Context: an optimization exercise on an open-source flow, tuned for small area, a short achievable clock period and few clock cycles. The choices shown serve that exercise and are no tape-out recipe. Where RTL was checked, it was by simulation tests only, not by an equivalence proof against the original. No functional check of the RTL was part of runs 1 to 3. No activity file was given, so power comes from the tool's default toggle rates.

===== design/flow/flow/run.sh =====
#!/bin/bash
# Layout flow: the standard ORFS flow (standard synthesis, unchanged),
# with small port buffers and the timing repair aimed at extra setup slack.
set -euo pipefail
export BUFFER_PORTS_ARGS="-buffer_cell sky130_fd_sc_hd__buf_1"
export SETUP_SLACK_MARGIN=6.5
bash standard.sh > orfs_make.log 2>&1

===== design/flow/standard.sh =====
#!/bin/bash
# synth_recipe.tcl (not shown) runs the flow's synth.tcl, then flattens the netlist and writes it again
# the make line also repeats each setting of config.mk as NAME=value (left out here)
make -C /OpenROAD-flow-scripts/flow DESIGN_CONFIG=/design/flow/config.mk WORK_HOME=/design/flow/orfs CLKGATE_MAP_FILE= SYNTH_SCRIPT=/design/flow/synth_recipe.tcl "${@:-finish}"

===== design/flow/config.mk =====
export PLATFORM = sky130hd
export DESIGN_NAME = swath_engine
export DESIGN_NICKNAME = swath_engine
export VERILOG_FILES = /design/flow/design.v
export SDC_FILE = /design/flow/constraint.sdc
export NUM_CORES = 4
export LEC_CHECK = 0
export CAP_MARGIN = 20
export CORE_MARGIN = 2
export CORE_UTILIZATION = 65
export PLACE_DENSITY = 0.75
export SLEW_MARGIN = 20

===== design/flow/constraint.sdc =====
create_clock -name core_clock -period 10.0 [get_ports {clk}]
set_input_delay 2.0000 -clock core_clock [delete_from_list [all_inputs] [get_ports {clk}]]
set_output_delay 2.0000 -clock core_clock [all_outputs]
set_load 0.01 [all_outputs]

===== design/flow/design.v =====
module swath_engine (
    input  wire        clk,
    input  wire        rst,
    input  wire        in_valid,
    output wire        in_ready,
    input  wire [5:0]  in_swath,
    input  wire        in_mirror,
    input  wire [63:0] in_sh_l,
    input  wire [63:0] in_sh_r,
    input  wire [63:0] in_lv_l,
    input  wire [63:0] in_lv_r,
    output wire        ev_valid,
    input  wire        ev_ready,
    output wire [15:0] ev_data,
    output wire        res_valid,
    output wire [6:0]  res_k
);
    localparam [2:0] G_IDLE   = 3'd0,    
                     G_SELCOL = 3'd1,
                     G_RCMD   = 3'd2,
                     G_RSEL   = 3'd3,
                     G_DATA   = 3'd4,
                     G_WR     = 3'd5,
                     G_END    = 3'd6;
    localparam [3:0] K_CMD = 4'd1, K_DATA = 4'd2, K_SELCOL = 4'd3,
                     K_SELROW = 4'd4, K_WRITE = 4'd5, K_END = 4'd6;
    wire [63:0] d_l  = in_sh_l ^ in_lv_l;
    wire [63:0] d_r  = in_sh_r ^ in_lv_r;
    wire [63:0] t_l  = {64{in_mirror}} & d_r;
    wire [63:0] t_r  = {64{in_mirror}} & d_l;
    wire [63:0] wl_m = (in_sh_l | t_l) & (~in_lv_l | t_l);
    wire [63:0] wr_m = (in_sh_r | t_r) & (~in_lv_r | t_r);
    wire [63:0] any_n   = d_l | d_r;
    reg [63:0] any, wl, wr;      
    reg [5:0]  sw;
    reg        rdy;              
    reg        full;             
    reg        fresh;            
    reg        men;              
    reg [7:0]  bq;               
    reg        bq_ok;            
    reg        sel;              
    reg        xv;               
    reg [5:0]  ridx;             
    reg        rbl, rbr;         
    reg        xd;               
    reg        rlast;            
    reg [2:0]  gs;               
    reg        first;            
    reg        last;             
    reg        bl, br;           
    reg [6:0]  k;                
    reg        evv, evend;
    reg [15:0] evd;
    reg        endr;             
    reg        resv;
    reg [6:0]  resk;
    reg [1:0]  nq;               
    reg [5:0]  cq;               
    reg        hold;             
    reg [63:0] pre;              
    integer i;
    always @(*) begin
        pre[0] = 1'b0;
        for (i = 1; i < 64; i = i + 1) pre[i] = pre[i-1] | any[i-1];
    end
    wire [63:0] lo = any & ~pre;
    reg  [5:0]  lo_idx;
    integer j;
    always @(*) begin
        lo_idx = 6'd0;
        for (j = 0; j < 64; j = j + 1) lo_idx = lo_idx | ({6{lo[j]}} & j[5:0]);
    end
    wire lo_l  = |(lo & wl);
    wire lo_r  = |(lo & wr);
    wire sb       = ~|any;                       
    wire ext      = full & sel & ~xv;            
    wire adv      = ~evv | ev_ready;
    wire gen_rsel = adv & (gs == G_RSEL);
    wire start    = adv & (gs == G_IDLE) & full & ~sel & ~sb;
    wire take     = in_valid & rdy;
    wire retire   = full & ~sel & sb;            
    wire nb_new   = fresh & full & ~sb;          
    wire drain    = ~endr & cq[0] & ~hold;
    assign in_ready  = rdy;
    assign ev_valid  = evv;
    assign ev_data   = evd;
    assign res_valid = resv;
    assign res_k     = resk;
    wire       full_n = take | (full & ~sb);
    wire [1:0] nq_n   = nb_new ? (endr ? nq : {nq[0], 1'b1})
                               : (endr ? {1'b0, nq[1]} : nq);
    wire       hold_n = (retire & nq[0] | hold) & ~endr;
    wire [5:0] cq_n   = retire ? (drain ? cq : {cq[4:0], 1'b1})
                               : (drain ? {1'b0, cq[5:1]} : cq);
    wire       slot_n = take ? (bq_ok & (&bq)) : ~full_n;
    wire       rdy_n  = slot_n & ~cq_n[4] & ~(nq_n[0] & ~hold_n & cq_n[0]);
    always @(posedge clk) begin
        if (men) begin
            any <= any_n;
            wl  <= wl_m;
            wr  <= wr_m;
            sw  <= in_swath;
        end else if (ext) begin
            any <= any & pre;
        end
        for (i = 0; i < 8; i = i + 1) bq[i] <= ~|any_n[8*i +: 8];
        if (ext) begin
            ridx  <= lo_idx;
            rbl   <= lo_l;
            rbr   <= lo_r;
        end
    end
    always @(posedge clk) begin
        if (gen_rsel) begin
            bl   <= rbl;
            br   <= rbr;
            last <= xd ? sb : rlast;
            k    <= first ? 7'd1 : k + 7'd1;
        end
        if (adv) begin
            case (gs)
                G_IDLE:   evd <= {K_CMD, 12'd0};
                G_SELCOL: evd <= {K_SELCOL, sw, sw};
                G_RCMD:   evd <= {K_CMD, 12'd0};
                G_RSEL:   evd <= {K_SELROW, ridx, ridx};
                G_DATA:   evd <= {K_DATA, 12'd0};
                G_WR:     evd <= {K_WRITE, 4'd0, {4{br}}, {4{bl}}};
                default:  evd <= {K_END, 12'd0};
            endcase
            evend <= (gs == G_END);
        end
        resk <= endr ? k : 7'd0;
    end
    always @(posedge clk) begin
        if (rst) begin
            rdy   <= 1'b1;
            full  <= 1'b0;
            fresh <= 1'b0;
            bq_ok <= 1'b0;
            men   <= 1'b1;
            xd    <= 1'b0;
            sel   <= 1'b0;
            xv    <= 1'b0;
            gs    <= G_IDLE;
            first <= 1'b0;
            evv   <= 1'b0;
            endr  <= 1'b0;
            resv  <= 1'b0;
            nq    <= 2'd0;
            cq    <= 6'd0;
            hold  <= 1'b0;
        end else begin
            bq_ok <= in_valid & ~take;
            men   <= slot_n;
            xd    <= ext;
            if (xd) rlast <= sb;
            if (take)                            sel <= 1'b0;
            else if (adv && gs == G_SELCOL)      sel <= 1'b1;
            if (ext)           xv <= 1'b1;
            else if (gen_rsel) xv <= 1'b0;
            if (adv) begin
                case (gs)
                    G_IDLE: begin
                        evv <= full & ~sb;
                        if (full & ~sb) gs <= G_SELCOL;
                    end
                    G_SELCOL: begin evv <= 1'b1; gs <= G_RCMD; end
                    G_RCMD:   begin evv <= 1'b1; gs <= G_RSEL; end
                    G_RSEL:   begin evv <= 1'b1; gs <= G_DATA; end
                    G_DATA:   begin evv <= 1'b1; gs <= G_WR;   end
                    G_WR:     begin evv <= 1'b1; gs <= last ? G_END : G_RCMD; end
                    default:  begin evv <= 1'b1; gs <= G_IDLE; end
                endcase
            end
            if (start)         first <= 1'b1;
            else if (gen_rsel) first <= 1'b0;
            endr  <= evv & ev_ready & evend;
            rdy   <= rdy_n;
            full  <= full_n;
            fresh <= take;
            resv  <= endr | drain;
            nq    <= nq_n;
            cq    <= cq_n;
            hold  <= hold_n;
        end
    end
endmodule

==> run notes, run 1 <==
Total CTS buffers - 29
Final ANT Viol Nets - 0
RSZ-0062 raised after global routing - no
Final Skew - 0.0244 ns
Hold depth - 2
Placed Cells - 2,152
Synth area leader - edfxtp_1
Layout Nets - 2,141
Post-Synthesis Cells - 1,608
Drt first-iter violations - 1,606
Die area - 24,500 sq um
Critical path's largest stage delay - 0.70 ns
Finish-stage setup viols - 0
WP data required - 10.41 ns
CTS H-tree depth - 1
Pwr Density - 176 nW/um^2
Ports - 293
Async S/R FF share, synth - 0%
Core area - 22,800 sq um
Placer congestion estimate - 0.963
P_leak - 6.58 nW
Worst Path Max Fanout - 14
Area contributors post-synth - edfxtp_1, o21ai_0, nand2_1
Number of global-route vias before repair - 12,534
Outcome - complete, no violations
Worst skew pair latency - 0.57 ns
Worst setup SP type - register
Antenna diodes - 0
Routed WL per cell - 19.7 um
Worst path cell trace - or3_4, or4_4, or3_4, nor2_4, nand2_1, nor3b_1, a2111oi_0, nand4_2
Area Overhead vs Synth - 15.3%
Max Slew Vio Count - 0
IO Port Bufs - 291
Worst VDD drop - 0.161 mV
Storage cell area - 7780 sq um
FF-to-FF setup slack - 6.65 ns
Max-cap violations - 0
Die X-Extent - 157 um
Reg2Reg Depth - 8
Remaining DRCs - 0
GRT Overall Usage - 35.0%
Fin. Hold Viols - 0
Detailed-router iteration count before antenna repair - 6
Starting Density - 66.5%
Crit path DAT - 3.76 ns
CTS Sinks - 272
Min-delay worst type - reg2reg
Slew @ Worst Pin - 1.03 ns
CP endpoint kind - register
Via count - 13,528
Critical path buffers and inverters - 0
Clock root cell - clkbuf_16
Yosys reg bits - 272
Syn_area_per_cell - 9.41 sq um
DIE HEIGHT - 157 um
# fillers - 1,563
Period minus WS final - 3.35 ns
Clk slew on worst S/H paths - 0.06 ns
Total Neg Setup Slack - 0 ns
Post-synth top area share - 46.2%
Num rows - 55
Highest achievable clock rate - 0.298 GHz
Sequential share of the synthesized area - 51.4%
Ratio of cells with drive above 1 in the final layout - 4.64%
Post-CTS Hold Buffers - 0
Initial antenna violation count - 1
CP max stage cell - or4_4
Largest net degree at the start of global routing - 97
Most frequent CP cell - or3_4
WP depth - 8
Yosys warning count - 1
Post-Syn Area - 15,100 sq um
Crit path max-delay family - simple AND/OR/NAND/NOR gates
Mapped Nets - 1,876
DP HPWL - 32,100 um
Worst rel slew slack - 31.1%
Footprint of the multi-input gates - 6530 sq um
Grt total ovfl - 0
First-pass GRT wire length - 66,300 um
Final WL - 43,500 um
Final cell utilization of the core - 76.6%
Clk buf depth - 3
Period utilization - 33.5%
Yosys cell types - 77
CTS tree - done
Post-DR vias/cell - 6.12
Critical path class - reg2reg
Top FF cell, synth - edfxtp_1
Number of synthesized flops with an enable pin - 233
Non-Filler Instances - 2,209
-- path summary, 6_finish.rpt --
path / start / end
worst max-delay path: any[0]$_SDFFCE_PN0P_ / ridx[1]$_DFFE_PP_
worst min-delay path: cq[3]$_SDFFE_PP0P_ / cq[3]$_SDFFE_PP0P_
worst max register to register: any[0]$_SDFFCE_PN0P_ / ridx[1]$_DFFE_PP_
worst min register to register: cq[3]$_SDFFE_PP0P_ / cq[3]$_SDFFE_PP0P_
-- cell usage after synthesis, types with 20 or more instances --
master    number
dfxtp_1       39
clkbuf_1      56
nor2_1       107
nand2_1      240
a21oi_1       47
nor4_1        28
xnor2_1       34
nand4_1       20
nor3_1        27
edfxtp_1     233
xor2_1       101
inv_1        150
nand3_1       36
o22ai_1       47
o21ai_0      200
-- where the power goes --
group / switching, mW / total [mW] / internal, mW
Combinational: 0.268 / 0.423 / 0.155
Clock: 0.449 / 1.12 / 0.673
Sequential: 0.134 / 1.53 / 1.40
-- cell type report --
class	count	share of cell area, %
clock buffers	38	4.65
repair buffers	303	6.78
flip-flops and latches	272	44.6
inverters	151	3.25
clock inverters	16	1.08
multi-input cells	1116	37.4
well taps	313	2.24
-- worst reg2reg max path, stage by stage (launching register included) --
cell and delay [ns]:
edfxtp_1 0.50, or3_4 0.49, or4_4 0.70, or3_4 0.56
nor2_4 0.23, nand2_1 0.15, nor3b_1 0.33, a2111oi_0 0.13
nand4_2 0.12
-- cell usage in the layout (no fill, tap or decap), types with 15 or more instances in the layout --
cell type and n:
clkbuf_16 30, nor4_1 27, xor2_1 101, nand2_1 239
inv_1 149, nor3_1 27, xnor2_1 34, nand4_1 20
buf_1 290, edfxtp_1 233, and2_1 15, dfxtp_1 38
o22ai_1 47, nor2_1 107, nand3_1 36, o21ai_0 200
a21oi_1 47
-- what timing repair did --
item / CTS / global route
gates resized for setup: 3 / 2
buffers inserted: 3 / 0
pin swaps: 1 / 0
endpoints found under the setup margin: 40 / 10
-- layer usage --
layer	GRT usage [%]	up-vias	share of wire, %
li1	-	6319	-
met1	48.3	6285	40
met2	57.5	813	47
met3	5.68	109	9.8
met4	10.9	2	3.3
met5	0	-	0.030
-- cell families (layout without fill, tap and decap cells) --
logic type	after synthesis	count (layout)	share of synthesized area (%)
muxes	10	10	0.670
xor gates and xnor gates	135	135	7.81
other	1	1	0.0248
DFF	272	272	51.4
AOI/OAI and AO/OA	391	391	15.5
buffers and inverters	220	508	5.65
and+or+nand+nor	577	577	18.9
adders and majority gates	2	2	0.149
-- sequential cells by signal (all words and copies together), names as in the netlist, 2 cells and up --
register and cells:
k 7, any 64, bq 8, ridx 6, resk 7, nq 2
wr 64, wl 64, cq 6, sw 6, evd 15, gs 3
-- per-stage QoR --
stage	instance area [sq um]	power (mW)	hold WS (ns)	setup slack [ns]
floorplan	15100	1.76	0.400	6.88
global placement	16400	1.94	0.459	5.93
detailed placement	16400	1.95	0.470	5.80
CTS	17400	3.06	0.478	6.52
global route	17400	3.18	0.502	6.51
finish	17400	3.07	0.481	6.65
==> run 2, diff against run 1 <==
--- a/design/flow/design.v
+++ b/design/flow/design.v
@@ -37,7 +37,6 @@
     reg        full;             
     reg        fresh;            
     reg        men;              
-    reg [7:0]  bq;               
     reg        bq_ok;            
     reg        sel;              
     reg        xv;               
@@ -58,22 +57,40 @@
     reg [1:0]  nq;               
     reg [5:0]  cq;               
     reg        hold;             
-    reg [63:0] pre;              
-    integer i;
+    integer    i;
+    reg  [7:0]  gf;              
+    reg  [7:0]  gp;              
+    reg  [63:0] ip;              
+    integer a, b;
     always @(*) begin
-        pre[0] = 1'b0;
-        for (i = 1; i < 64; i = i + 1) pre[i] = pre[i-1] | any[i-1];
-    end
-    wire [63:0] lo = any & ~pre;
+        gp[0] = 1'b0;
+        for (a = 1; a < 8; a = a + 1) gp[a] = gp[a-1] | gf[a-1];
+        for (a = 0; a < 8; a = a + 1) begin
+            ip[8*a] = 1'b0;
+            for (b = 1; b < 8; b = b + 1) ip[8*a+b] = ip[8*a+b-1] | any[8*a+b-1];
+        end
+    end
+    wire [7:0]  gl  = gf & ~gp;              
+    wire [63:0] pre = {{8{gp[7]}}, {8{gp[6]}}, {8{gp[5]}}, {8{gp[4]}},
+                       {8{gp[3]}}, {8{gp[2]}}, {8{gp[1]}}, {8{gp[0]}}} | ip;
+    wire [63:0] li  = any & ~ip;             
     reg  [5:0]  lo_idx;
-    integer j;
+    reg         lo_l, lo_r;
+    integer c, d;
     always @(*) begin
         lo_idx = 6'd0;
-        for (j = 0; j < 64; j = j + 1) lo_idx = lo_idx | ({6{lo[j]}} & j[5:0]);
-    end
-    wire lo_l  = |(lo & wl);
-    wire lo_r  = |(lo & wr);
-    wire sb       = ~|any;                       
+        lo_l   = 1'b0;
+        lo_r   = 1'b0;
+        for (c = 0; c < 8; c = c + 1) begin
+            lo_idx[5:3] = lo_idx[5:3] | ({3{gl[c]}} & c[2:0]);
+            for (d = 0; d < 8; d = d + 1) begin
+                lo_idx[2:0] = lo_idx[2:0] | ({3{gl[c] & li[8*c+d]}} & d[2:0]);
+                lo_l = lo_l | (gl[c] & li[8*c+d] & wl[8*c+d]);
+                lo_r = lo_r | (gl[c] & li[8*c+d] & wr[8*c+d]);
+            end
+        end
+    end
+    wire sb       = ~|gf;                        
     wire ext      = full & sel & ~xv;            
     wire adv      = ~evv | ev_ready;
     wire gen_rsel = adv & (gs == G_RSEL);
@@ -93,7 +110,7 @@
     wire       hold_n = (retire & nq[0] | hold) & ~endr;
     wire [5:0] cq_n   = retire ? (drain ? cq : {cq[4:0], 1'b1})
                                : (drain ? {1'b0, cq[5:1]} : cq);
-    wire       slot_n = take ? (bq_ok & (&bq)) : ~full_n;
+    wire       slot_n = take ? (bq_ok & sb) : ~full_n;
     wire       rdy_n  = slot_n & ~cq_n[4] & ~(nq_n[0] & ~hold_n & cq_n[0]);
     always @(posedge clk) begin
         if (men) begin
@@ -104,7 +121,12 @@
         end else if (ext) begin
             any <= any & pre;
         end
-        for (i = 0; i < 8; i = i + 1) bq[i] <= ~|any_n[8*i +: 8];
+        for (i = 0; i < 8; i = i + 1) begin
+            if (men)
+                gf[i] <= |any_n[8*i +: 8];
+            else if (ext && gl[i])
+                gf[i] <= |(any[8*i +: 8] & ip[8*i +: 8]);    
+        end
         if (ext) begin
             ridx  <= lo_idx;
             rbl   <= lo_l;
@@ -151,7 +173,7 @@
             cq    <= 6'd0;
             hold  <= 1'b0;
         end else begin
-            bq_ok <= in_valid & ~take;
+            bq_ok <= in_valid & men & ~take;
             men   <= slot_n;
             xd    <= ext;
             if (xd) rlast <= sb;
==> run notes, run 2 <==
Outcome - complete, no violations
Commonest cells post-synth - edfxtp_1, o21ai_0, nand2_1
Critical path class - reg2reg
CP max stage cell - edfxtp_1
Commonest non-fill, non-tap cell in the layout - buf_1
Max-cap violations - 0 (unchanged)
Remaining DRCs - 0 (unchanged)
CTS H-tree depth - 1 (unchanged)
Core area - 23,500 sq um (+3.4%)
Worst Setup SP - gf[1]$_DFFE_PP_
Total CTS buffers - 29 (unchanged)
Ratio of cells with drive above 1 in the final layout - 4.65% (+0.0074 points)
Syn_area_per_cell - 9.37 sq um (-0.42%)
Worst rel slew slack - 25.2% (-5.8 points)
Final ANT Viol Nets - 0 (unchanged)
Worst Path Max Fanout - 24 (+10)
Number of synthesized flops with an enable pin - 241 (+3.4%)
Worst path cell trace - or4_4, nor2_1, a2111oi_0, nand4_1, a2111oi_0, nand3_1
Post-synth top area share - 46.4% (+0.15 points)
Mapped Nets - 1,933 (+3.0%)
Post-Synthesis Cells - 1,665 (+3.5%)
Yosys cell types - 72 (-6.5%)
Crit path max-delay family - compound AO/OA/AOI/OAI gates
Total Neg Setup Slack - 0 ns (unchanged)
Finish-stage setup viols - 0 (unchanged)
Via count - 13,925 (+2.9%)
Synth area leader - edfxtp_1
Worst r2r src - gf[1]$_DFFE_PP_
Post-DR vias/cell - 6.17 (+0.79%)
IO Port Bufs - 291 (unchanged)
Critical path buffers and inverters - 0 (unchanged)
Hold path startpoint - rbr$_DFFE_PP_
Cts repair resizes - 0 (-3)
Num rows - 56 (+1.8%)
Min-delay worst type - reg2reg
Biggest regs - any x64, wl x64, wr x64
Slew @ Worst Pin - 1.11 ns (+0.0770 ns)
Yosys warning count - 1 (unchanged)
Routed WL per cell - 19.4 um (-1.5%)
GRT Overall Usage - 33.5% (-1.5 points)
Finished Cell Area - 17,800 sq um (+2.2%)
Area Overhead vs Synth - 14.2%
Period minus WS final - 3.23 ns (-0.125 ns)
Layout Nets - 2,181 (+1.9%)
CTS Sinks - 272 (unchanged)
WP data required - 10.23 ns (-0.18 ns)
Setup bufs post-CTS - 0 (-3)
CTS tree - done
Area contributors post-synth - edfxtp_1, o21ai_0, xor2_1
Period utilization - 32.3% (-1.3 points)
Detailed-router iteration count before antenna repair - 6 (unchanged)
Worst skew pair latency - 0.55 ns (-0.02 ns)
Drt first-iter violations - 1,767 (+10%)
Crit path DAT - 3.46 ns (-0.30 ns)
Fin. Hold Viols - 0 (unchanged)
Highest achievable clock rate - 0.310 GHz (+3.9%)
Pwr Density - 173 nW/um^2 (-1.7%)
Critical path's largest stage delay - 0.72 ns (+0.02 ns)
Final worst slack - 6.77 ns (+0.125 ns)
Async S/R FF share, synth - 0% (unchanged)
Top-count cell post-synth - edfxtp_1
Grt total ovfl - 0 (unchanged)
# fillers - 1,712 (+9.5%)
Worst VDD drop - 0.140 mV (-13%)
Yosys reg bits - 272 (unchanged)
Clk buf depth - 3 (unchanged)
Worst setup SP type - register
Area of placed instances - 16,800 sq um (+2.6%)
Post-Syn Area - 15,600 sq um (+3.1%)
Final WL - 43,800 um (+0.55%)
Ports - 293 (unchanged)
Post-CTS Hold Buffers - 0 (unchanged)
Die X-Extent - 159 um (+1.5%)
First-pass GRT wire length - 67,800 um (+2.3%)
Final Skew - 0.0124 ns (-0.0120 ns)
CP endpoint kind - register
Placer congestion estimate - 0.978 (+1.6%)
Starting Density - 66.3% (-0.16 points)
Initial antenna violation count - 0 (-1)
Clk slew on worst S/H paths - 0.06 ns (about the same)
Number of global-route vias before repair - 12,913 (+3.0%)
Largest net degree at the start of global routing - 84 (-13%)
Die area - 25,300 sq um (+3.0%)
RSZ-0062 raised after global routing - no
Top FF cell, synth - edfxtp_1
Sequential share of the synthesized area - 50.3% (-1.0 points)
Place WS - 6.41 ns (+0.605 ns)
DP HPWL - 32,100 um (about the same)
Clock root cell - clkbuf_16
Most frequent CP cell - a2111oi_0
Commonest non-fill, non-tap cells in the layout - buf_1, edfxtp_1, o21ai_0
Max Slew Vio Count - 0 (unchanged)
DIE HEIGHT - 159 um (+1.5%)
P_leak - 6.63 nW (+0.89%)
-- run 2: cell types whose count changed after synthesis, moves of 6 or more --
cell,delta
clkbuf_1,+18
nand2_1,-33
dfxtp_1,-8
nor3_1,+14
o21ai_0,+28
maj3_1,+11
or3_1,+11
or2_2,+8
nor2b_1,+7
o22ai_1,-6
nor2_1,-20
edfxtp_1,+8
a22oi_1,+10
-- run 2: worst paths after layout --
kind	slack (ns)	cells after the start	endpoint
hold reg to reg	0.44	0	br$_DFFE_PP_
setup reg to reg	6.77	6	ridx[2]$_DFFE_PP_
hold / removal	0.44	0	br$_DFFE_PP_
setup / recovery	6.77	6	ridx[2]$_DFFE_PP_
-- run 2: power breakdown --
part | leakage (nW) | total [mW] | internal, mW | switching [mW]
sequential | 2.67 | 1.54 | 1.40 | 0.136
clock | 0.470 | 1.10 | 0.646 | 0.457
combinational | 3.49 | 0.448 | 0.168 | 0.279
total | 6.63 | 3.09 | 2.21 | 0.872
-- run 2: cell type report --
cell class	count	area, sq um	share of cell area, %
well taps	319	399	2.24
inverters	153	574	3.22
clock buffers	34	754	4.23
multi-input cells	1156	6850	38.4
flip-flops and latches	272	7860	44.1
repair buffers	301	1170	6.57
diodes	1	2.50	0.0140
clock inverters	20	220	1.23
-- run 2: logic make-up after synthesis --
kind of cell / Yosys count / share of synthesized area, %
buf+inv: 237 / 5.84
compound gates: 438 / 16.9
simple gates: 560 / 17.9
other cells: 1 / 0.0240
fa+ha+maj: 13 / 0.850
flops: 272 / 50.3
xor+xnor: 136 / 7.63
mux: 8 / 0.521
-- run 2: through the flow --
step / cells / power, mW / hold slack [ns] / utilization [%]
CTS: 2254 / 3.08 / 0.429 / 75.7
detailed placement: 2200 / 1.99 / 0.413 / 71.5
finish: 2256 / 3.09 / 0.436 / 75.7
floorplan: 1665 / 1.79 / 0.400 / -
global placement: 2200 / 1.97 / 0.404 / 71.5
global route: 2255 / 3.20 / 0.447 / 75.7
-- run 2: metal layers --
metal  share of wire, %  vias to the layer above  global-route usage [%]
li1                   -                     6520                       -
met1                 39                     6405                    45.5
met2                 46                      857                    53.8
met3                 10                      143                    6.49
met4                4.2                        0                    13.1
met5                  0                        -                       0
==> run 3, diff against run 2 <==
--- a/design/flow/design.v
+++ b/design/flow/design.v
@@ -37,6 +37,7 @@
     reg        full;             
     reg        fresh;            
     reg        men;              
+    reg [7:0]  bq;               
     reg        bq_ok;            
     reg        sel;              
     reg        xv;               
@@ -110,7 +111,7 @@
     wire       hold_n = (retire & nq[0] | hold) & ~endr;
     wire [5:0] cq_n   = retire ? (drain ? cq : {cq[4:0], 1'b1})
                                : (drain ? {1'b0, cq[5:1]} : cq);
-    wire       slot_n = take ? (bq_ok & sb) : ~full_n;
+    wire       slot_n = take ? (bq_ok & (&bq)) : ~full_n;
     wire       rdy_n  = slot_n & ~cq_n[4] & ~(nq_n[0] & ~hold_n & cq_n[0]);
     always @(posedge clk) begin
         if (men) begin
@@ -122,6 +123,7 @@
             any <= any & pre;
         end
         for (i = 0; i < 8; i = i + 1) begin
+            bq[i] <= ~|any_n[8*i +: 8];
             if (men)
                 gf[i] <= |any_n[8*i +: 8];
             else if (ext && gl[i])
@@ -173,7 +175,7 @@
             cq    <= 6'd0;
             hold  <= 1'b0;
         end else begin
-            bq_ok <= in_valid & men & ~take;
+            bq_ok <= in_valid & ~take;
             men   <= slot_n;
             xd    <= ext;
             if (xd) rlast <= sb;
==> run notes, run 3 <==
Clk buf depth - 3 (unchanged)
Die area - 25,600 sq um (+1.5%)
Yosys warning count - 1 (unchanged)
Final Skew - 0.0160 ns (+0.00356 ns)
Met3 WL post-DR - 3850 um (-16%)
Placed Cells - 2,228 (+1.3%)
Hold WS - 0.411 ns (-0.0242 ns)
Number of global-route vias before repair - 13,366 (+3.5%)
Finished Cell Area - 18,100 sq um (+1.3%)
Top Metal Used - met4
Number of synthesized flops with an enable pin - 241 (unchanged)
Highest achievable clock rate - 0.309 GHz (-0.26%)
Post-Synthesis Cells - 1,688 (+1.4%)
Final WL - 45,400 um (+3.7%)
Max-cap violations - 0 (unchanged)
Fin. Hold Viols - 0 (unchanged)
Slew @ Worst Pin - 1.13 ns (+0.0150 ns)
Outcome - complete, no violations
Pwr Density - 174 nW/um^2 (+0.31%)
Drt first-iter violations - 1,654 (-6.4%)
Yosys reg bits - 280 (+2.9%)
Storage cell area - 8020 sq um (+2.0%)
Power Total - 3.14 mW (+1.6%)
Area Overhead vs Synth - 14.0%
Max Slew Vio Count - 0 (unchanged)
Final ANT Viol Nets - 0 (unchanged)
CTS H-tree depth - 1 (unchanged)
Commonest non-fill, non-tap cells in the layout - buf_1, o21ai_0, edfxtp_1
Top FF cell, synth - edfxtp_1
Period utilization - 32.4% (+0.085 points)
Wire length on met2 - 22,100 um (+9.0%)
Post-Syn Area - 15,800 sq um (+1.5%)
Non-Filler Instances - 2,283 (+1.2%)
Async S/R FF share, synth - 0% (unchanged)
Crit path DAT - 3.53 ns (+0.07 ns)
Largest net degree at the start of global routing - 118 (+40%)
IO Port Bufs - 291 (unchanged)
Top-count cell post-synth - o21ai_0
Footprint of the multi-input gates - 6940 sq um (+1.3%)
Worst skew pair latency - 0.56 ns (about the same)
Ratio of cells with drive above 1 in the final layout - 4.24% (-0.41 points)
Post-CTS Hold Buffers - 0 (unchanged)
Routed WL per cell - 19.9 um (+2.5%)
Commonest non-fill, non-tap cell in the layout - buf_1
Mapped Nets - 1,956 (+1.2%)
Min-delay worst type - reg2reg
DP HPWL - 33,800 um (+5.2%)
P_leak - 6.78 nW (+2.2%)
Area contributors post-synth - edfxtp_1, o21ai_0, xor2_1
Post-DR vias/cell - 6.17 (about the same)
Post-synth top area share - 45.7% (-0.68 points)
Total CTS buffers - 29 (unchanged)
First-pass GRT wire length - 70,200 um (+3.4%)
Placer congestion estimate - 0.990 (+1.3%)
Total Neg Setup Slack - 0 ns (unchanged)
Grt total ovfl - 0 (unchanged)
Commonest cells post-synth - o21ai_0, edfxtp_1, nand2_1
Area of placed instances - 17,100 sq um (+1.4%)
Yosys cell types - 76 (+5.6%)
CTS tree - done
Ports - 293 (unchanged)
Clock root cell - clkbuf_16
# fillers - 1,750 (+2.2%)
Biggest regs - any x64, wl x64, wr x64
Worst setup SP type - register
Worst Path Max Fanout - 21 (-13%)
Final cell utilization of the core - 74.9% (-0.82 points)
Starting Density - 65.7% (-0.58 points)
Worst rel slew slack - 24.2% (-1.0 points)
GRT Overall Usage - 34.8% (+1.3 points)
WP data required - 10.29 ns (+0.06 ns)
Num rows - 57 (+1.8%)
Initial antenna violation count - 1 (+1)
Period minus WS final - 3.24 ns (+0.00851 ns)
Layout Nets - 2,203 (+1.0%)
Worst VDD drop - 0.156 mV (+12%)
Synth area leader - edfxtp_1
Metal-1 WL - 17,400 um (+2.1%)
Syn_area_per_cell - 9.38 sq um (+0.12%)
Place WS - 6.28 ns (-0.123 ns)
DIE HEIGHT - 160 um (+0.73%)
Core area - 24,100 sq um (+2.4%)
Remaining DRCs - 0 (unchanged)
Die X-Extent - 160 um (+0.73%)
Finish-stage setup viols - 0 (unchanged)
Clk slew on worst S/H paths - 0.06 ns (about the same)
Critical path class - reg2reg
Final worst slack - 6.76 ns (-0.00851 ns)
CTS Sinks - 280 (+2.9%)
Sequential share of the synthesized area - 50.6% (+0.27 points)
Via count - 14,095 (+1.2%)
CP endpoint kind - register
RSZ-0062 raised after global routing - no
Detailed-router iteration count before antenna repair - 6 (unchanged)
-- run 3: cell types whose count changed in the layout (fill, tap and decap cells not counted), sizes merged, moves of 6 or more --
| cell | before | now |
|---|---|---|
| nand4 | 15 | 25 |
| nor2 | 87 | 98 |
| xor2 | 98 | 120 |
| dfxtp | 31 | 39 |
| and4 | 3 | 9 |
| o22ai | 41 | 20 |
| o21ai | 228 | 249 |
| xnor2 | 38 | 16 |
| nor3 | 41 | 23 |
| nand2 | 207 | 220 |
-- run 3: final timing paths --
kind | endpoint | depth (start not counted) | from | slack (ns)
setup / recovery | rbl$_DFFE_PP_ | 6 | gf[0]$_DFFE_PP_ | 6.76
hold / removal | br$_DFFE_PP_ | 0 | rbr$_DFFE_PP_ | 0.41
setup reg to reg | rbl$_DFFE_PP_ | 6 | gf[0]$_DFFE_PP_ | 6.76
hold reg to reg | br$_DFFE_PP_ | 0 | rbr$_DFFE_PP_ | 0.41
-- run 3: layer usage --
layer / global-route usage [%] / up-vias
met5: 0 / -
met3: 4.83 / 126
met2: 59.8 / 740
met1: 44.7 / 6660
met4: 14.0 / 0
li1: - / 6569
-- run 3: report_power, final --
group	total [mW]	internal, mW	switching, mW
logic	0.448	0.165	0.284
registers	1.57	1.43	0.141
clock network	1.12	0.660	0.456
-- run 3: repair_timing --
action,CTS,global route
gates resized for setup,0,2
setup endpoints to repair,0,6
endpoints found under the hold margin,0,0
setup buffers,0,0
-- run 3: kinds of logic after synthesis --
| kind of cell | share of synthesized area, % |
|---|---|
| AOI/OAI and AO/OA | 16.2 |
| xor gates and xnor gates | 7.52 |
| adders and majority gates | 0.774 |
| buffers and inverters | 5.65 |
| DFF | 50.6 |
| muxes | 0.316 |
| other | 0.0237 |
| and+or+nand+nor | 18.9 |
-- run 3: worst max-delay path, stage by stage (launching register included) --
cell       delay, ns
edfxtp_1        0.78
nor4_4          0.24
and2_1          0.28
nor2b_1         0.16
a2111oi_1       0.75
nand4_1         0.21
or4_1           0.55
-- run 3: cell type report --
cell class,instances,area share (%)
flip-flops and latches,280,44.4
multi-input cells,1176,38.4
repair buffers,297,6.36
clock buffers,33,4.10
inverters,151,3.14
well taps,324,2.24
clock inverters,19,1.29
diodes,3,0.0416
==> run 4, diff against run 3 <==
--- a/design/flow/design.v
+++ b/design/flow/design.v
@@ -91,7 +91,7 @@
             end
         end
     end
-    wire sb       = ~|gf;                        
+    wire sb       = ~|any;                       
     wire ext      = full & sel & ~xv;            
     wire adv      = ~evv | ev_ready;
     wire gen_rsel = adv & (gs == G_RSEL);
@@ -124,10 +124,7 @@
         end
         for (i = 0; i < 8; i = i + 1) begin
             bq[i] <= ~|any_n[8*i +: 8];
-            if (men)
-                gf[i] <= |any_n[8*i +: 8];
-            else if (ext && gl[i])
-                gf[i] <= |(any[8*i +: 8] & ip[8*i +: 8]);    
+            gf[i] <= |any[8*i +: 8];
         end
         if (ext) begin
             ridx  <= lo_idx;
--- a/design/flow/config.mk
+++ b/design/flow/config.mk
@@ -5,6 +5,7 @@
 export SDC_FILE = /design/flow/constraint.sdc
 export NUM_CORES = 4
 export LEC_CHECK = 0
+export ABC_AREA = 1
 export CAP_MARGIN = 20
 export CORE_MARGIN = 2
 export CORE_UTILIZATION = 65
==> run notes, run 4 <==
CP endpoint kind - register
Largest net degree at the start of global routing - 93 (-21%)
Clock root cell - clkbuf_16
Share of power burned in registers - 49.7% (-0.4 points)
DIE HEIGHT - 158 um (-1.2%)
Die area - 25,000 sq um (-2.3%)
Commonest cells post-synth - nand2_1, inv_1, edfxtp_1
Number of synthesized flops with an enable pin - 233 (-3.3%)
Detailed-router iteration count before antenna repair - 5 (-1)
GRT Overall Usage - 34.1% (-0.71 points)
Worst rel slew slack - 32.2% (+8.0 points)
Final Skew - 0.0178 ns (+0.00179 ns)
Layout Nets - 2,362 (+7.2%)
Sw Ratio - 28.4% (+0.37 points)
Via count - 14,031 (-0.45%)
Reg2Reg Depth - 10 (+4)
Max Slew Vio Count - 0 (unchanged)
Power Total - 3.16 mW (+0.75%)
Final ANT Viol Nets - 0 (unchanged)
Reg2reg end - rbl$_DFFE_PP_
Yosys warning count - 1 (unchanged)
Initial antenna violation count - 1 (unchanged)
Mapped Nets - 2,080 (+6.3%)
Ratio of cells with drive above 1 in the final layout - 3.59% (-0.66 points)
Placer congestion estimate - 0.952 (-3.8%)
Post-DR vias/cell - 5.76 (-6.8%)
Finished Cell Area - 17,800 sq um (-1.5%)
Post-Syn Area - 15,500 sq um (-2.4%)
Biggest regs - any x64, wl x64, wr x64
Period utilization - 33.4% (+1.0 points)
Slew @ Worst Pin - 1.01 ns (-0.113 ns)
Synth area leader - edfxtp_1
Worst Setup SP - in_mirror
Final cell utilization of the core - 76.0% (+1.1 points)
Clk buf depth - 3 (unchanged)
Top-count cell post-synth - nand2_1
First-pass GRT wire length - 66,300 um (-5.5%)
Internal power - 2.26 mW (+0.23%)
Highest achievable clock rate - 0.300 GHz (-3.0%)
Post-synth top area share - 45.3% (-0.43 points)
Clk slew on worst S/H paths - 0.07 ns (about the same)
Grt total ovfl - 0 (unchanged)
Syn_area_per_cell - 8.53 sq um (-9.1%)
Area Overhead vs Synth - 15.1%
Num rows - 56 (-1.8%)
Crit path DAT - 3.61 ns (+0.08 ns)
Min-delay worst type - reg2reg
FF-to-FF setup slack - 6.87 ns (+0.11 ns)
Worst setup SP type - primary input
Fin. Hold Viols - 0 (unchanged)
Critical path class - in2reg
Drt first-iter violations - 1,718 (+3.9%)
Async S/R FF share, synth - 0% (unchanged)
Final WL - 42,900 um (-5.6%)
Post-Synthesis Cells - 1,812 (+7.3%)
Total Neg Setup Slack - 0 ns (unchanged)
Combinational power share - 15.5% (+1.2 points)
Pwr Density - 178 nW/um^2 (+2.3%)
Routed WL per cell - 17.6 um (-12%)
# fillers - 1,813 (+3.6%)
Total CTS buffers - 30 (+3.4%)
Starting Density - 66.1% (+0.35 points)
End point of the critical path - wr[24]$_DFFE_PP_
Remaining DRCs - 0 (unchanged)
Worst Path Max Fanout - 49 (+130%)
RSZ-0062 raised after global routing - no
Sequential share of the synthesized area - 51.3% (+0.73 points)
Number of global-route vias before repair - 13,098 (-2.0%)
Outcome - complete, no violations
Worst r2r src - gf[0]$_DFF_P_
Finish-stage setup viols - 0 (unchanged)
Area of placed instances - 16,800 sq um (-1.5%)
Psw - 898 uW (+2.1%)
CTS tree - done
Max-cap violations - 0 (unchanged)
Period minus WS final - 3.34 ns (+0.0995 ns)
CTS Sinks - 280 (unchanged)
Worst VDD drop - 0.148 mV (-5.1%)
Ports - 293 (unchanged)
Worst skew pair latency - 0.56 ns (about the same)
Top FF cell, synth - edfxtp_1
DP HPWL - 32,200 um (-4.7%)
Core area - 23,400 sq um (-2.9%)
Commonest non-fill, non-tap cells in the layout - nand2_1, buf_1, inv_1
Clock power share - 34.8% (-0.8 points)
P_leak - 7.49 nW (+10%)
WP data required - 10.27 ns (-0.02 ns)
CTS H-tree depth - 1 (unchanged)
Commonest non-fill, non-tap cell in the layout - nand2_1
Area contributors post-synth - edfxtp_1, nand2_1, inv_1
Yosys reg bits - 280 (unchanged)
Yosys cell types - 44 (-42%)
Die X-Extent - 158 um (-1.2%)
IO Port Bufs - 291 (unchanged)
-- run 4: critical path, cell delays in order --
cell and delay, ns:
clkbuf_2 0.08, buf_4 0.32, inv_4 0.44, buf_4 0.51, o22ai_1 0.20
-- run 4: cells by family after synthesis --
logic type | after synthesis | synth area share, %
buf+inv | 336 | 8.28
other cells | 1 | 0.0243
fa+ha+maj | 1 | 0.0809
xor+xnor | 130 | 7.36
simple gates | 801 | 23.3
flops | 280 | 51.3
compound gates | 263 | 9.65
-- run 4: per-stage QoR --
| stage | std cells | setup WS (ns) | hold slack (ns) |
|---|---|---|---|
| floorplan | 1812 | 6.78 | 0.400 |
| global placement | 2381 | 5.99 | 0.434 |
| detailed placement | 2381 | 5.90 | 0.439 |
| CTS | 2437 | 6.72 | 0.461 |
| global route | 2437 | 6.60 | 0.454 |
| finish | 2438 | 6.66 | 0.459 |
-- run 4: cell type report --
cell class                 count  area [sq um]  area share (%)
multi-input combinational   1196          6250            35.1
clock inverter                15           110           0.619
tap                          319           399            2.24
clock buffer                  41           865            4.86
timing repair buffer         297          1140            6.40
inverter                     289          1090            6.11
sequential                   280          7940            44.6
antenna                        1          2.50          0.0141
-- run 4: worst min path at each step --
stage                   from      endpoint  slack (ns)  cells after the start
2_1_floorplan  rbl$_DFFE_PP_  bl$_DFFE_PP_        0.40                      0
3_3_place_gp   rbl$_DFFE_PP_  bl$_DFFE_PP_        0.43                      0
3_5_place_dp   rbl$_DFFE_PP_  bl$_DFFE_PP_        0.44                      0
4_1_cts        rbl$_DFFE_PP_  bl$_DFFE_PP_        0.46                      0
5_1_grt        rbl$_DFFE_PP_  bl$_DFFE_PP_        0.45                      0
6_report       rbl$_DFFE_PP_  bl$_DFFE_PP_        0.46                      0
-- run 4: power by group through the flow --
stage / combinational [mW] / clock [mW] / sequential [mW]
after floorplan: 0.294 / 0 / 1.57
after global placement: 0.463 / 0 / 1.59
after detailed placement: 0.482 / 0 / 1.59
after CTS: 0.484 / 1.10 / 1.57
after global routing: 0.554 / 1.15 / 1.59
final: 0.490 / 1.10 / 1.57
-- run 4: routing by layer --
layer / global-route usage (%) / up-vias / wire [um]
met1: 46.9 / 6443 / 17200
met3: 5.69 / 110 / 4440
li1: - / 6703 / -
met4: 11.3 / 0 / 1490
met5: 0 / - / 0
met2: 55.3 / 775 / 19800
-- run 4: timing repair --
| item | in CTS | in global routing |
|---|---|---|
| setup endpoints to repair | 11 | 0 |
| buffers inserted | 0 | 0 |
| gates resized for setup | 1 | 0 |
| hold buffers | 0 | 0 |
Testbench counts of run 4, summed over its fixed seeds: cycles 19,719.
==> run 5, diff against run 4 <==
--- a/design/flow/config.mk
+++ b/design/flow/config.mk
@@ -5,7 +5,6 @@
 export SDC_FILE = /design/flow/constraint.sdc
 export NUM_CORES = 4
 export LEC_CHECK = 0
-export ABC_AREA = 1
 export CAP_MARGIN = 20
 export CORE_MARGIN = 2
 export CORE_UTILIZATION = 65
==> run notes, run 5 <==
Clk buf depth - 3 (unchanged)
Worst Path Max Fanout - 17 (-65%)
Highest achievable clock rate - 0.292 GHz (-2.4%)
Commonest cells post-synth - edfxtp_1, o21ai_0, nand2_1
Placed Cells - 2,093 (-12%)
Non-Filler Instances - 2,148 (-12%)
Metal-1 WL - 16,900 um (-1.4%)
Final WL - 42,900 um (+0.10%)
Top FF cell, synth - edfxtp_1
Slew @ Worst Pin - 0.976 ns (-0.0371 ns)
First-pass GRT wire length - 65,600 um (-0.99%)
CTS H-tree depth - 1 (unchanged)
Syn_area_per_cell - 9.55 sq um (+12%)
Worst setup SP type - register
Worst path cell trace - nor4_2, buf_4, and3_1, and3_1, or4_1, a311o_1, or4_1
Die area - 24,300 sq um (-2.9%)
CTS Sinks - 280 (unchanged)
Yosys reg bits - 280 (unchanged)
Worst VDD drop - 0.122 mV (-17%)
CTS tree - done
Worst rel slew slack - 34.9% (+2.7 points)
WP data required - 10.24 ns (-0.03 ns)
# fillers - 1,570 (-13%)
Top-count cell post-synth - edfxtp_1
Via count - 13,369 (-4.7%)
Crit path DAT - 3.66 ns (+0.05 ns)
Period minus WS final - 3.42 ns (+0.0827 ns)
Die X-Extent - 156 um (-1.5%)
Total Neg Setup Slack - 0 ns (unchanged)
Synth area leader - edfxtp_1
Min-delay worst type - reg2reg
Top Metal Used - met5
Yosys cell types - 71 (+61%)
Post-synth top area share - 46.6% (+1.4 points)
Ratio of cells with drive above 1 in the final layout - 3.76% (+0.17 points)
CP max stage cell - dfxtp_1
Number of global-route vias before repair - 12,495 (-4.6%)
Met3 WL post-DR - 3870 um (-13%)
Area of placed instances - 16,300 sq um (-3.1%)
Mapped Nets - 1,838 (-12%)
Critical path's largest stage delay - 0.68 ns (+0.17 ns)
Async S/R FF share, synth - 0% (unchanged)
Max-cap violations - 0 (unchanged)
P_leak - 6.58 nW (-12%)
Post-Synthesis Cells - 1,570 (-13%)
Power Total - 2.96 mW (-6.3%)
Layout Nets - 2,107 (-11%)
Clock root cell - clkbuf_16
Post-CTS Hold Buffers - 0 (unchanged)
Area contributors post-synth - edfxtp_1, o21ai_0, xor2_1
Max Slew Vio Count - 0 (unchanged)
Grt total ovfl - 0 (unchanged)
DP HPWL - 32,000 um (-0.68%)
Starting Density - 66.3% (+0.19 points)
Final Skew - 0.0179 ns (+0.000159 ns)
Final worst slack - 6.58 ns (-0.0827 ns)
DIE HEIGHT - 156 um (-1.5%)
Crit path max-delay family - simple AND/OR/NAND/NOR gates
Largest net degree at the start of global routing - 113 (+22%)
Worst skew pair latency - 0.54 ns (-0.02 ns)
Place WS - 6.54 ns (+0.646 ns)
GRT Overall Usage - 34.7% (+0.61 points)
IO Port Bufs - 291 (unchanged)
Post-DR vias/cell - 6.22 (+8.1%)
Critical path class - reg2reg
Sequential share of the synthesized area - 52.9% (+1.6 points)
Finish-stage setup viols - 0 (unchanged)
Yosys warning count - 1 (unchanged)
Commonest non-fill, non-tap cell in the layout - buf_1
Core area - 22,600 sq um (-3.3%)
Critical path buffers and inverters - 1 (-3)
Num rows - 55 (-1.8%)
Drt first-iter violations - 1,583 (-7.9%)
Number of synthesized flops with an enable pin - 233 (unchanged)
Initial antenna violation count - 4 (+3)
RSZ-0062 raised after global routing - no
Fin. Hold Viols - 0 (unchanged)
Biggest regs - any x64, wl x64, wr x64
CP endpoint kind - register
Remaining DRCs - 0 (unchanged)
Pwr Density - 172 nW/um^2 (-3.0%)
Area Overhead vs Synth - 14.5%
Ports - 293 (unchanged)
Outcome - complete, no violations
Wire length on met2 - 20,600 um (+4.3%)
Commonest non-fill, non-tap cells in the layout - buf_1, edfxtp_1, o21ai_0
Detailed-router iteration count before antenna repair - 6 (+1)
Routed WL per cell - 20.0 um (+14%)
Placer congestion estimate - 0.993 (+4.3%)
Period utilization - 34.2% (+0.83 points)
Final ANT Viol Nets - 0 (unchanged)
Post-Syn Area - 15,000 sq um (-3.0%)
Clk slew on worst S/H paths - 0.06 ns (about the same)
Total CTS buffers - 29 (-3.3%)
Finished Cell Area - 17,200 sq um (-3.4%)
-- run 5: routing by layer --
layer  global-route usage [%]  vias to the layer above
met5                        0                        -
met4                     11.4                        4
met3                     4.83                      105
met2                     59.0                      768
met1                     46.3                     6313
li1                         -                     6179
-- run 5: cell families (layout without fill, tap and decap cells) --
kind of cell             count (synthesis)  after routing  share of synthesized area [%]
AND/OR/NAND/NOR                        546            546                           17.8
AO/OA/AOI/OAI                          393            393                           15.7
buffers and inverters                  208            499                           5.24
XOR/XNOR                               135            135                           7.88
multiplexers                             6              6                          0.400
adder cells (fa/ha/maj)                  1              1                         0.0834
other                                    1              3                         0.0250
flip-flops                             280            280                           52.9
-- run 5: final cells by class --
class,instances,area (sq um),share of cell area (%)
diodes,2,5.00,0.0291
clock buffers,37,766,4.46
clock inverters,16,106,0.619
inverters,146,548,3.19
multi-input cells,1082,6290,36.6
flip-flops and latches,280,7940,46.2
well taps,285,357,2.08
repair buffers,300,1170,6.79
-- run 5: path summary, 6_finish.rpt --
kind,depth (start not counted),slack [ns],startpoint,endpoint
min reg2reg,0,0.42,rbl$_DFFE_PP_,bl$_DFFE_PP_
min,0,0.42,rbl$_DFFE_PP_,bl$_DFFE_PP_
max reg2reg,7,6.58,gf[1]$_DFF_P_,ridx[1]$_DFFE_PP_
max,7,6.58,gf[1]$_DFF_P_,ridx[1]$_DFFE_PP_
-- run 5: timing repair --
item,CTS,global route
endpoints found under the hold margin,0,0
gates resized for setup,0,1
buffers inserted,0,0
setup endpoints to repair,0,1
-- run 5: stage by stage --
step	utilization [%]	hold slack [ns]
floorplan	-	0.400
global placement	72.0	0.406
detailed placement	72.0	0.408
CTS	75.8	0.420
global route	75.9	0.435
finish	75.9	0.422
-- run 5: power breakdown --
group          switching [mW]  internal (mW)  total [mW]
registers               0.115           1.42        1.54
logic                   0.262          0.147       0.408
clock network           0.449          0.565        1.01
total                   0.826           2.14        2.96
==> run 6, diff against run 5 <==
--- a/design/flow/config.mk
+++ b/design/flow/config.mk
@@ -5,8 +5,8 @@
 export SDC_FILE = /design/flow/constraint.sdc
 export NUM_CORES = 4
 export LEC_CHECK = 0
+export ABC_CLOCK_PERIOD_IN_PS = 2000
 export CAP_MARGIN = 20
 export CORE_MARGIN = 2
-export CORE_UTILIZATION = 65
-export PLACE_DENSITY = 0.75
+export CORE_UTILIZATION = 40
 export SLEW_MARGIN = 20
==> run notes, run 6 <==
Fin. Hold Viols - 0 (unchanged)
Storage cell area - 7940 sq um (unchanged)
Yosys warning count - 1 (unchanged)
Pwr Density - 175 nW/um^2 (+1.3%)
Area contributors post-synth - edfxtp_1, o21ai_0, xor2_1
Worst rel slew slack - 28.3% (-6.7 points)
Hold path startpoint - rbl$_DFFE_PP_
Worst setup SP type - register
Area Overhead vs Synth - 16.8%
DIE HEIGHT - 198 um (+27%)
Worst Path Max Fanout - 6 (-11)
Placed Cells - 2,275 (+8.7%)
FF-to-FF setup slack - 6.65 ns (+0.07 ns)
Number of global-route vias before repair - 12,392 (-0.82%)
Starting Density - 40.8% (-25 points)
Layout Nets - 2,108 (+0.047%)
Clk slew on worst S/H paths - 0.06 ns (about the same)
Syn_area_per_cell - 9.55 sq um (unchanged)
Grt total ovfl - 0 (unchanged)
Async S/R FF share, synth - 0% (unchanged)
Worst Hold End - bl$_DFFE_PP_
Slew @ Worst Pin - 1.08 ns (+0.0999 ns)
First-pass GRT wire length - 70,000 um (+6.7%)
# fillers - 3,541 (+130%)
CTS Sinks - 280 (unchanged)
Clk buf depth - 3 (unchanged)
Highest achievable clock rate - 0.298 GHz (+2.1%)
Reg2Reg Depth - 7 (unchanged)
Num rows - 70 (+27%)
Routed WL per cell - 19.9 um (-0.35%)
Drt first-iter violations - 1,063 (-33%)
Final Skew - 0.0176 ns (-0.000387 ns)
Period utilization - 33.5% (-0.69 points)
Finish-stage setup viols - 0 (unchanged)
Post-synth top area share - 46.6% (unchanged)
Biggest regs - any x64, wl x64, wr x64
Yosys cell types - 71 (unchanged)
Yosys reg bits - 280 (unchanged)
Max-cap violations - 0 (unchanged)
Worst skew pair latency - 0.57 ns (+0.03 ns)
Critical path buffers and inverters - 0 (-1)
Die X-Extent - 198 um (+27%)
Remaining DRCs - 0 (unchanged)
Commonest non-fill, non-tap cell in the layout - buf_1
Top-count cell post-synth - edfxtp_1
Post-Syn Area - 15,000 sq um (unchanged)
Top FF cell, synth - edfxtp_1
Non-Filler Instances - 2,334 (+8.7%)
Total Neg Setup Slack - 0 ns (unchanged)
Sequential share of the synthesized area - 52.9% (unchanged)
Via count - 12,763 (-4.5%)
Final WL - 46,500 um (+8.3%)
Period minus WS final - 3.35 ns (-0.0689 ns)
DP HPWL - 35,800 um (+12%)
Post-DR vias/cell - 5.47 (-12%)
WP data required - 10.45 ns (+0.21 ns)
CP endpoint kind - register
Largest net degree at the start of global routing - 102 (-9.7%)
Mapped Nets - 1,838 (unchanged)
Initial antenna violation count - 2 (-2)
Critical path's largest stage delay - 0.69 ns (about the same)
Reg2reg end - rdy$_SDFF_PP1_
Crit path DAT - 3.80 ns (+0.14 ns)
Clock root cell - clkbuf_16
Worst VDD drop - 0.0984 mV (-20%)
RSZ-0062 raised after global routing - no
Core area - 36,800 sq um (+62%)
Synth area leader - edfxtp_1
Critical path class - reg2reg
CTS tree - done
Ports - 293 (unchanged)
Ratio of cells with drive above 1 in the final layout - 3.92% (+0.15 points)
Die area - 39,100 sq um (+61%)
Worst r2r src - any[26]$_DFFE_PP_
Commonest non-fill, non-tap cells in the layout - buf_1, edfxtp_1, o21ai_0
Commonest cells post-synth - edfxtp_1, o21ai_0, nand2_1
Crit path max-delay family - simple AND/OR/NAND/NOR gates
P_leak - 6.62 nW (+0.64%)
Post-Synthesis Cells - 1,570 (unchanged)
Number of synthesized flops with an enable pin - 233 (unchanged)
Total CTS buffers - 31 (+6.9%)
Min-delay worst type - reg2reg
Footprint of the multi-input gates - 6300 sq um (+0.16%)
Hold depth - 0 (unchanged)
CTS H-tree depth - 1 (unchanged)
Outcome - complete, no violations
IO Port Bufs - 291 (unchanged)
Placer congestion estimate - 0.934 (-6.0%)
Worst path cell trace - or3_4, or4b_4, nor4_1, a21oi_1, mux2i_1, a21o_1, o311a_1
Detailed-router iteration count before antenna repair - 5 (-1)
CP max stage cell - nor4_1
Max Slew Vio Count - 0 (unchanged)
Setup bufs post-CTS - 0 (unchanged)
Final ANT Viol Nets - 0 (unchanged)
GRT Overall Usage - 23.6% (-11 points)
[run 6: cell counts after synthesis]
No cell type changed its count.
[run 6: worst max path at each step]
stage | start | endpoint | cells after the start | slack, ns
2_1_floorplan | men$_SDFF_PP1_ | any[0]$_SDFFCE_PN0P_ | 3 | 6.88
3_3_place_gp | in_mirror | wr[48]$_DFFE_PP_ | 4 | 6.50
3_5_place_dp | in_mirror | wr[49]$_DFFE_PP_ | 4 | 6.40
4_1_cts | any[16]$_DFFE_PP_ | rdy$_SDFF_PP1_ | 7 | 6.64
5_1_grt | any[24]$_DFFE_PP_ | rdy$_SDFF_PP1_ | 7 | 6.58
6_report | any[26]$_DFFE_PP_ | rdy$_SDFF_PP1_ | 7 | 6.65
[run 6: power by group]
| group | internal (mW) | switching (mW) | leakage [nW] |
|---|---|---|---|
| Clock | 0.647 | 0.469 | 0.477 |
| Sequential | 1.42 | 0.119 | 2.75 |
| Combinational | 0.147 | 0.252 | 3.40 |
| Total | 2.22 | 0.840 | 6.62 |
[run 6: metal layers]
metal	share of wire, %	track usage [%]	vias to the layer above
met5	0	0	-
met4	4.2	9.58	0
met3	7.3	3.88	108
met2	46	38.5	498
met1	42	31.3	5987
li1	-	-	6170
[run 6: kinds of logic (layout without fill, tap and decap cells)]
group / Yosys count / count (layout) / synth area share (%)
xor+xnor: 135 / 135 / 7.88
simple gates: 546 / 546 / 17.8
buf+inv: 208 / 502 / 5.24
other cells: 1 / 3 / 0.0250
flops: 280 / 280 / 52.9
mux: 6 / 6 / 0.400
fa+ha+maj: 1 / 1 / 0.0834
compound gates: 393 / 393 / 15.7
[run 6: timing repair]
item | in CTS | in global routing
endpoints found under the hold margin | 0 | 0
resized for setup | 0 | 2
hold buffers | 0 | 0
setup endpoints to repair | 0 | 2
[run 6: cell type report]
cell class | count | area share (%)
diodes | 2 | 0.0286
clock buffers | 47 | 5.18
clock inverters | 10 | 0.443
inverters | 146 | 3.13
multi-input cells | 1082 | 36.0
flip-flops and latches | 280 | 45.3
well taps | 468 | 3.34
repair buffers | 299 | 6.60
[run 6: metrics by stage]
stage | power, mW | util (%) | worst slack [ns] | hold slack, ns | instance area, sq um
after floorplan | 1.76 | - | 6.88 | 0.400 | 15000
after global placement | 1.95 | 44.9 | 6.50 | 0.407 | 16500
after detailed placement | 1.96 | 44.9 | 6.40 | 0.418 | 16500
after CTS | 3.08 | 47.6 | 6.64 | 0.434 | 17500
after global routing | 3.19 | 47.6 | 6.58 | 0.434 | 17500
final | 3.06 | 47.6 | 6.65 | 0.432 | 17500
==> run 7, diff against run 6 <==
--- a/design/flow/config.mk
+++ b/design/flow/config.mk
@@ -5,7 +5,6 @@
 export SDC_FILE = /design/flow/constraint.sdc
 export NUM_CORES = 4
 export LEC_CHECK = 0
-export ABC_CLOCK_PERIOD_IN_PS = 2000
 export CAP_MARGIN = 20
 export CORE_MARGIN = 2
 export CORE_UTILIZATION = 40
==> run notes, run 7 <==
CTS tree - done
Initial antenna violation count - 2 (unchanged)
GRT Overall Usage - 23.6% (unchanged)
Syn_area_per_cell - 9.55 sq um (unchanged)
Routed WL per cell - 19.9 um (unchanged)
Sequential share of the synthesized area - 52.9% (unchanged)
Grt total ovfl - 0 (unchanged)
P_leak - 6.62 nW (unchanged)
Final worst slack - 6.65 ns (unchanged)
Worst Path Max Fanout - 6 (unchanged)
Number of global-route vias before repair - 12,392 (unchanged)
Total CTS buffers - 31 (unchanged)
Post-Synthesis Cells - 1,570 (unchanged)
Post-Syn Area - 15,000 sq um (unchanged)
Detailed-router iteration count before antenna repair - 5 (unchanged)
Fin. Hold Viols - 0 (unchanged)
Number of synthesized flops with an enable pin - 233 (unchanged)
Async S/R FF share, synth - 0% (unchanged)
Final Skew - 0.0176 ns (unchanged)
Mapped Nets - 1,838 (unchanged)
Worst setup SP type - register
Top FF cell, synth - edfxtp_1
Final cell utilization of the core - 47.6% (unchanged)
Critical path class - reg2reg
Area contributors post-synth - edfxtp_1, o21ai_0, xor2_1
DIE HEIGHT - 198 um (unchanged)
Synth area leader - edfxtp_1
Remaining DRCs - 0 (unchanged)
Finish-stage setup viols - 0 (unchanged)
Starting Density - 40.8% (unchanged)
RSZ-0062 raised after global routing - no
Die X-Extent - 198 um (unchanged)
Worst skew pair latency - 0.57 ns (about the same)
Yosys warning count - 1 (unchanged)
Yosys reg bits - 280 (unchanged)
Largest net degree at the start of global routing - 102 (unchanged)
Ports - 293 (unchanged)
Top-count cell post-synth - edfxtp_1
Biggest regs - any x64, wl x64, wr x64
Period utilization - 33.5% (unchanged)
Commonest non-fill, non-tap cell in the layout - buf_1
Clock root cell - clkbuf_16
Commonest cells post-synth - edfxtp_1, o21ai_0, nand2_1
CTS Sinks - 280 (unchanged)
Ratio of cells with drive above 1 in the final layout - 3.92% (unchanged)
Worst rel slew slack - 28.3% (unchanged)
IO Port Bufs - 291 (unchanged)
Commonest non-fill, non-tap cells in the layout - buf_1, edfxtp_1, o21ai_0
Outcome - complete, no violations
Core area - 36,800 sq um (unchanged)
Num rows - 70 (unchanged)
Via count - 12,763 (unchanged)
Final WL - 46,500 um (unchanged)
Setup bufs post-CTS - 0 (unchanged)
Total Neg Setup Slack - 0 ns (unchanged)
Clk slew on worst S/H paths - 0.06 ns (about the same)
Placer congestion estimate - 0.934 (unchanged)
Worst VDD drop - 0.0984 mV (unchanged)
Pwr Density - 175 nW/um^2 (unchanged)
# fillers - 3,541 (unchanged)
Area Overhead vs Synth - 16.8% (unchanged)
Final ANT Viol Nets - 0 (unchanged)
Max Slew Vio Count - 0 (unchanged)
WP data required - 10.45 ns (about the same)
Hold WS - 0.432 ns (unchanged)
Period minus WS final - 3.35 ns (unchanged)
CTS H-tree depth - 1 (unchanged)
Crit path DAT - 3.80 ns (about the same)
CP endpoint kind - register
Drt first-iter violations - 1,063 (unchanged)
Highest achievable clock rate - 0.298 GHz (unchanged)
Layout Nets - 2,108 (unchanged)
Die area - 39,100 sq um (unchanged)
Min-delay worst type - reg2reg
Max-cap violations - 0 (unchanged)
First-pass GRT wire length - 70,000 um (unchanged)
Post-synth top area share - 46.6% (unchanged)
Place WS - 6.40 ns (unchanged)
Slew @ Worst Pin - 1.08 ns (unchanged)
Post-DR vias/cell - 5.47 (unchanged)
Yosys cell types - 71 (unchanged)
DP HPWL - 35,800 um (unchanged)
Clk buf depth - 3 (unchanged)
==> run 7: cell type report <==
cell class / instances / area (sq um) / area share [%]
sequential: 280 / 7940 / 45.3
multi-input combinational: 1082 / 6300 / 36.0
timing repair buffer: 299 / 1160 / 6.60
clock buffer: 47 / 907 / 5.18
tap: 468 / 586 / 3.34
inverter: 146 / 548 / 3.13
clock inverter: 10 / 77.6 / 0.443
antenna: 2 / 5.00 / 0.0286
==> run 7: power breakdown <==
part / internal, mW / switching (mW) / total (mW)
sequential: 1.42 / 0.119 / 1.54
combinational: 0.147 / 0.252 / 0.399
clock: 0.647 / 0.469 / 1.12
total: 2.22 / 0.840 / 3.06
==> run 7: final timing paths <==
kind                                        start              to  slack (ns)  cells past startpoint
worst max-delay path            any[26]$_DFFE_PP_  rdy$_SDFF_PP1_        6.65                      7
worst min-delay path                rbl$_DFFE_PP_    bl$_DFFE_PP_        0.43                      0
worst max register to register  any[26]$_DFFE_PP_  rdy$_SDFF_PP1_        6.65                      7
worst min register to register      rbl$_DFFE_PP_    bl$_DFFE_PP_        0.43                      0
==> run 7: timing repair <==
item                                   4_1_cts  5_1_grt
setup endpoints to repair                    0        2
resized for setup                            0        2
endpoints found under the hold margin        0        0
hold buffers                                 0        0
==> run 7: critical path, stage by stage, from the launching register on <==
cell and delay (ns):
edfxtp_1 0.48, or3_4 0.46, or4b_4 0.58, nor4_1 0.69, a21oi_1 0.31, mux2i_1 0.19
a21o_1 0.20, o311a_1 0.31
==> run 7: cell families (layout without fill, tap and decap cells) <==
group           after synthesis  in the layout  synth area share [%]
compound gates              393            393                  15.7
xor+xnor                    135            135                  7.88
fa+ha+maj                     1              1                0.0834
buf+inv                     208            502                  5.24
flops                       280            280                  52.9
mux                           6              6                 0.400
other cells                   1              3                0.0250
simple gates                546            546                  17.8
==> run 7: layer usage <==
metal  global-route usage, %  vias up  wire (um)
met5                       0        -          0
met4                    9.58        0       1950
met3                    3.88      108       3400
met2                    38.5      498      21400
met1                    31.3     5987      19700
li1                        -     6170          -
==> run 7: metrics by stage <==
| stage | instance area, sq um | total power, mW | cells |
|---|---|---|---|
| 6_report | 17500 | 3.06 | 2334 |
| 5_1_grt | 17500 | 3.19 | 2333 |
| 4_1_cts | 17500 | 3.08 | 2332 |
| 3_5_place_dp | 16500 | 1.96 | 2275 |
| 3_3_place_gp | 16500 | 1.95 | 2275 |
| 2_1_floorplan | 15000 | 1.76 | 1570 |

[static timing again, ports no longer ideal]
In the flow no input, the clock included, has a driving cell. The finished layouts below were timed again as built, in two steps.
Step 1 assumes that a clkbuf_16 drives the clock port and a buf_2 every other input.
Step 2, shift: input delay + t, output delay - t, t = (earliest + latest rising clock arrival at the registers) / 2. This alone moves slack from input paths to output paths.
Three values: ideal, step 1, step 2; two values: the first two.
| run | t, ns | setup WS [ns] | hold WS [ns] |
|---|---|---|---|
| run 1 | 0.605 | 6.646 / 6.646 / 6.479 | 0.481 / 0.481 / 0.481 |
| run 2 | 0.595 | 6.771 / 6.771 / 6.332 | 0.436 / 0.436 / 0.436 |
| run 3 | 0.605 | 6.762 / 6.762 / 6.247 | 0.411 / 0.411 / 0.411 |
| run 4 | 0.601 | 6.663 / 6.687 / 6.086 | 0.459 / 0.459 / 0.459 |
| run 5 | 0.583 | 6.580 / 6.580 / 6.575 | 0.422 / 0.422 / 0.422 |
| run 6 | 0.614 | 6.649 / 6.649 / 6.400 | 0.432 / 0.432 / 0.432 |
| run 7 | 0.614 | 6.649 / 6.649 / 6.400 | 0.432 / 0.432 / 0.432 |
After both steps setup and hold are still met in every run listed. The setup slack of run 4, which loses most, moves by +0.024 ns with the drivers and by -0.577 ns with both steps.
